From an optimization exercise on the open Yosys and OpenROAD flow, aimed at small area, a short achievable clock period and few clock cycles per item; shortcuts taken in it are not production practice. The RTL was checked by simulation tests, not by an equivalence proof against the original design. Power is estimated from default activity; no workload was simulated.

==> flow/design.v <==
module intcomp_planner (
    input  wire        clk,
    input  wire        rst,
    input  wire        in_valid,
    output wire        in_ready,
    input  wire [31:0] in_data,
    input  wire        in_last,
    output wire        out_valid,
    input  wire        out_ready,
    output wire [5:0]  out_k_small,
    output wire [5:0]  out_payload_bits,
    output wire [15:0] out_overflow_count,
    output wire [22:0] out_total_bits,
    output wire [5:0]  out_k_auto
);
    localparam [1:0] S_ACC  = 2'd0,
                     S_EVAL = 2'd1,
                     S_OUT  = 2'd2;
    reg  [1:0]  state;
    reg  [15:0] n_cnt;               
    reg  [15:0] m_cnt [1:32];        
    reg  [30:0] max_val;             
    reg  [5:0]  k_idx;               
    reg  [5:0]  best_k;
    reg  [5:0]  best_pb;
    reg  [15:0] best_m;
    reg  [22:0] best_t;
    assign in_ready = (state == S_ACC);
    wire take = in_valid && in_ready;
    wire give = out_valid && out_ready;
    function [5:0] clog2_16;
        input [15:0] x;
        reg   [15:0] y;
        integer b;
        begin
            clog2_16 = 6'd0;
            if (x > 16'd1) begin
                y = x - 16'd1;
                for (b = 0; b < 16; b = b + 1)
                    if (y[b]) clog2_16 = b[5:0] + 6'd1;
            end
        end
    endfunction
    function [5:0] bitlen_31;
        input [30:0] x;
        integer b;
        begin
            bitlen_31 = 6'd0;
            for (b = 0; b < 31; b = b + 1)
                if (x[b]) bitlen_31 = b[5:0] + 6'd1;
        end
    endfunction
    function overflows;
        input [31:0] v;
        input integer k;
        begin
            if (k >= 32) overflows = v[31];
            else         overflows = v[31] || ((v >> k) != 32'd0);
        end
    endfunction
    integer k;
    always @(posedge clk) begin
        if (rst || give) begin
            n_cnt   <= 16'd0;
            max_val <= 31'd0;
            for (k = 1; k <= 32; k = k + 1)
                m_cnt[k] <= 16'd0;
        end else if (take) begin
            n_cnt <= n_cnt + 16'd1;
            if (!in_data[31] && in_data[30:0] > max_val)
                max_val <= in_data[30:0];
            for (k = 1; k <= 32; k = k + 1)
                if (overflows(in_data, k))
                    m_cnt[k] <= m_cnt[k] + 16'd1;
        end
    end
    wire [15:0] cur_m  = m_cnt[k_idx];
    wire [5:0]  cur_cl = clog2_16(cur_m);
    wire [5:0]  cur_pb = (cur_cl > k_idx) ? cur_cl : k_idx;
    wire [22:0] cur_t  = n_cnt * ({1'b0, cur_pb} + 7'd1) + {cur_m, 5'd0};
    always @(posedge clk) begin
        if (rst) begin
            state <= S_ACC;
            k_idx <= 6'd1;
        end else begin
            case (state)
                S_ACC: begin
                    if (take && in_last) begin
                        state <= S_EVAL;
                        k_idx <= 6'd1;
                    end
                end
                S_EVAL: begin
                    if (k_idx == 6'd1 || cur_t < best_t) begin
                        best_k  <= k_idx;
                        best_pb <= cur_pb;
                        best_m  <= cur_m;
                        best_t  <= cur_t;
                    end
                    if (k_idx == 6'd32)
                        state <= S_OUT;
                    else
                        k_idx <= k_idx + 6'd1;
                end
                S_OUT: begin
                    if (out_ready)
                        state <= S_ACC;
                end
                default: state <= S_ACC;
            endcase
        end
    end
    wire [5:0] max_len = bitlen_31(max_val);
    assign out_valid          = (state == S_OUT);
    assign out_k_small        = best_k;
    assign out_payload_bits   = best_pb;
    assign out_overflow_count = best_m;
    assign out_total_bits     = best_t;
    assign out_k_auto         = (max_len == 6'd0) ? 6'd1 : max_len;
endmodule
==> flow/run.sh <==
#!/bin/bash
# synth_recipe.tcl (not shown) runs the flow's synth.tcl, then flattens the netlist and writes it again
# the make line also repeats each setting of config.mk as NAME=value (left out here)
make -C /OpenROAD-flow-scripts/flow DESIGN_CONFIG=/design/flow/config.mk WORK_HOME=/design/flow/orfs CLKGATE_MAP_FILE= SYNTH_SCRIPT=/design/flow/synth_recipe.tcl finish
==> flow/config.mk <==
export PLATFORM = sky130hd
export DESIGN_NAME = intcomp_planner
export DESIGN_NICKNAME = intcomp_planner
export VERILOG_FILES = /design/flow/design.v
export SDC_FILE = /design/flow/constraint.sdc
export NUM_CORES = 4
export LEC_CHECK = 0
export CAP_MARGIN = 20
export CORE_MARGIN = 2
export CORE_UTILIZATION = 40
export SLEW_MARGIN = 20
==> flow/constraint.sdc <==
create_clock -name core_clock -period 17.0 [get_ports {clk}]
set_input_delay 3.4000 -clock core_clock [delete_from_list [all_inputs] [get_ports {clk}]]
set_output_delay 3.4000 -clock core_clock [all_outputs]
set_load 0.01 [all_outputs]
==> notes.md <==
==> synthesized netlist by cell type (59+ instances only) <==
| cell type | n | area share |
|---|---|---|
| nor2_1 | 642 | 0.067 |
| o21ai_0 | 102 | 0.014 |
| nor3_1 | 59 | 0.0082 |
| xnor2_1 | 119 | 0.029 |
| xor2_1 | 333 | 0.081 |
| and2_1 | 61 | 0.011 |
| dfxtp_1 | 567 | 0.31 |
| fa_1 | 86 | 0.048 |
| a22oi_1 | 79 | 0.016 |
| nand2_1 | 308 | 0.032 |
| nand3_1 | 200 | 0.028 |
| clkbuf_1 | 171 | 0.018 |
| or3_1 | 95 | 0.016 |
| nand4_1 | 151 | 0.026 |
| inv_1 | 214 | 0.022 |
| and3_1 | 254 | 0.044 |
| mux2i_1 | 79 | 0.022 |
| a21oi_1 | 115 | 0.016 |
| ha_1 | 139 | 0.048 |
==> report_power, final <==
group | leakage, nW | switching (mW) | internal (mW)
logic | 9.90 | 0.428 | 0.231
registers | 5.06 | 0.0522 | 1.51
clock network | 1.17 | 0.673 | 0.918
total | 16.1 | 1.15 | 2.66
==> layer usage <==
metal	global-route usage	wire length [µm]	up-vias
li1	-	-	14780
met1	0.4258	63760	15580
met2	0.4715	62510	1384
met3	0.05495	11380	326
met4	0.1585	8772	2
met5	0	12	-
==> cell type report <==
type / count / share of cell area
clock inverters: 30 / 0.007290
multi-input cells: 3205 / 0.5328
inverters: 218 / 0.02020
diodes: 2 / 0.0001236
clock buffers: 98 / 0.05189
well taps: 1176 / 0.03633
repair buffers: 148 / 0.03333
flip-flops and latches: 618 / 0.3181
==> worst reg2reg max path, delay by kind of cell (launching register included) <==
kind | cells | cell delay (ps)
and+or+nand+nor | 13 | 4020
DFF | 1 | 530
xor gates and xnor gates | 1 | 180
buffers and inverters | 9 | 1240
AOI/OAI and AO/OA | 24 | 5950
adders and majority gates | 9 | 3740
==> cell families (layout without fill, tap and decap cells) <==
kind of cell / count (synthesis) / after routing / synth area share
DFF: 618 / 618 / 0.3575
adders and majority gates: 225 / 225 / 0.09603
other: 1 / 3 / 0.0001041
buffers and inverters: 420 / 494 / 0.04704
AOI/OAI and AO/OA: 521 / 521 / 0.1021
and+or+nand+nor: 1920 / 1920 / 0.2631
xor gates and xnor gates: 453 / 453 / 0.1103
muxes: 85 / 85 / 0.02392
==> registers in the layout (all words and copies together), names as in the netlist <==
register	count
best_t	23
best_m	16
m_cnt	512
best_pb	6
max_val	31
k_idx	6
best_k	6
n_cnt	16
state	2
==> worst max path at each step <==
stage | end | startpoint | cells after the start
final | best_m[10] | k_idx[0] | 56
after global routing | best_m[10] | k_idx[0] | 57
after CTS | best_m[8] | k_idx[0] | 56
after detailed placement | best_k[3] | k_idx[0] | 56
after global placement | best_m[7] | k_idx[0] | 56
after floorplan | best_k[0] | k_idx[0] | 58
==> reports/metrics.csv <==
stage,metric,value,unit
outcome,outcome,"complete, no violations",
floorplan,Placeable Area,89600,µm²
timing,transition at the pin with the smallest max-transition slack,1185,ps
min_path,Worst Hold Launch,m_cnt[11][10],
final_layout,"commonest cells after routing, fill and taps aside","640 x nor2_1, 566 x dfxtp_1, 333 x xor2_1, 308 x nand2_1, 254 x and3_1",
final_layout,area overhead of the layout relative to synthesis,12.39,%
grt,maximum number of pins on one net before global-route repair,90,
logic_synthesis,Yosys reg bits,618,
detailed_routing,first-pass detailed-route iteration total,8,
cts,count of hold buffers inserted by post-cts repair,0,
detailed_routing,total wire length after detailed routing,146.4,mm
final_layout,most common library cell in the layout ignoring fill and taps,nor2_1,
final_layout,Layout Cells excl Fill,5495,
place,Routability Congestion,1.087,
floorplan,Rows,110,
timing,number of endpoints with negative hold slack in the final report,0,
timing,Slew Limit Fails,0,
timing,Peak Freq,62.22,MHz
logic_synthesis,asr flop ratio synth,0,
timing,setup repair after global routing missed its margin,false,
logic_synthesis,Post-Synthesis Cells,4243,
cts,# Post-CTS Setup Buffers,0,
setup_path,critical path's slowest cell,a2111oi_0,
min_path,classification of the worst-slack hold path,reg2reg,
detailed_routing,# DRC,0,
final_layout,core occupancy in the finished layout,0.4521,
setup_path,crit path buf inv count,9,
setup_path,CP startpoint kind,flip-flop,
floorplan,die extent in y,304.2,µm
setup_path,Crit. End Element,flip-flop,
setup_path,flop-to-flop setup slack,930,ps
floorplan,DIE AREA,92520,µm²
pwr,power consumption,3.812,mW
timing,tightest hold margin,489.6,ps
final_layout,summed area of non-filler cells in the final layout,40510,µm²
setup_path,end of the worst register-to-register path,best_m[10],
cts,# resized after CTS,0,
final_layout,Filler Cell Count,8792,
final_layout,final net count,4527,
logic_synthesis,syn_nets,4505,
cts,Clock Pin Slew Worst Setup and Hold Paths,60,ps
pwr,highest ir drop seen on vdd,74.89,µV
timing,PnR worst setup slack,929.0,ps
grt,initial antenna violation count,5,
timing,setup skew after layout,17.68,ps
detailed_routing,via count,32080,
logic_synthesis,sequential element share of the synthesized area,0.3575,
logic_synthesis,synth warn,18,
setup_path,Slowest Stage Delay on Critical Path,1080,ps
timing,minimum period implied by the final worst setup slack,16070,ps
logic_synthesis,netlist area before placement,36040,µm²
timing,slew margin rel.,0.1895,
setup_path,path depth of the worst reg2reg path,56,
final_layout,layout cells sized above 1,0.05351,
place,placed wire-length estimate after detailed placement,115.3,mm
cts,cts bufs inserted,74,
cts,Bufs on Longest Clock Path,3,
detailed_routing,DR WL/cell,26.65,µm
final_layout,Sequential Area,12880,µm²
min_path,hold worst-path end,m_cnt[11][10],
floorplan,I/O pin total,96,
logic_synthesis,most common flop cell mapped by yosys,dfxtp_1,
floorplan,Initial Util,0.4022,
pwr,leak pwr,16.14,nW
setup_path,Setup CP Type,reg2reg,
setup_path,dominant delay contributor by cell family on the critical path,compound AO/OA/AOI/OAI gates,
grt,overall fraction of global-route tracks in use,0.3115,
place,placed insts,5365,
cts,CTS Root Buffer Type,clkbuf_16,
run,MaxCap Viol Count,0,
setup_path,most common cell type on the critical path,inv_1,
place,Buffers on Ports,94,
cts,deepest level of the CTS H-tree,3,
cts,clock insertion delay at the later pin of the skew report,660,ps
place,worst slack at placement,771.6,ps
timing,Total Negative Setup Slacks,0,ps
final_layout,footprint of the multi-input gates,21580,µm²
floorplan,die outline width,304.2,µm
detailed_routing,remaining antenna violation count,0,
logic_synthesis,Avg Inst Size Synth,8.494,µm²
grt,first-pass GRT wire length,211.3,mm
detailed_routing,Detailed Route Iter0 Violations,3662,
timing,final worst-path cycle share,0.9454,
logic_synthesis,number of enable flip-flop cells after synthesis,51,
min_path,cell depth of the worst min-delay path,2,
setup_path,Worst Path Arrival,16360,ps
place,placed standard-cell area,38090,µm²
setup_path,worst r2r src,k_idx[0],
detailed_routing,vias per std cell,5.837,
grt,total congestion overflow,0,
cts,TritonCTS Sinks,618,
setup_path,CP max FO,51,
timing,Finish-stage setup viols,0,
pwr,power per unit of standard cell area,94.10,nW/µm²
grt,number of global-route vias before repair,29870,
cts,CTS tree,built,
setup_path,Required @ worst endpoint,17290,ps
logic_synthesis,distinct cell type count of the synthesized netlist,98,
Testbench counts, summed over its fixed seeds: cycles 53,335, values 42,775.

==> what the ideal ports hide <==
The results above use ideal ports. As a check the final layout listed here was re-extracted and re-timed, cells and wires unchanged.
Step 1 (the two cells are an assumption about what drives the block):
set clk [get_ports {clk}]
set_driving_cell -lib_cell sky130_fd_sc_hd__clkbuf_16 $clk
set_driving_cell -lib_cell sky130_fd_sc_hd__buf_2 [delete_from_list [all_inputs] $clk]
Step 2, shift: input delay + t, output delay - t, t = (earliest + latest rising clock arrival at the registers) / 2. This alone moves slack from input paths to output paths.
Three values: ideal ports, drivers, drivers and shift; two values: the first two.
t, ns: 0.718
setup slack, ns: 0.929 / 0.929 / 0.929
worst setup path after step 2: register to register
worst register clock-pin slew, ns: 0.07 / 0.07
After both steps this run still meets setup and hold. For this run, drivers alone change the setup slack by 0.000 ns; drivers and shift together by 0.000 ns.
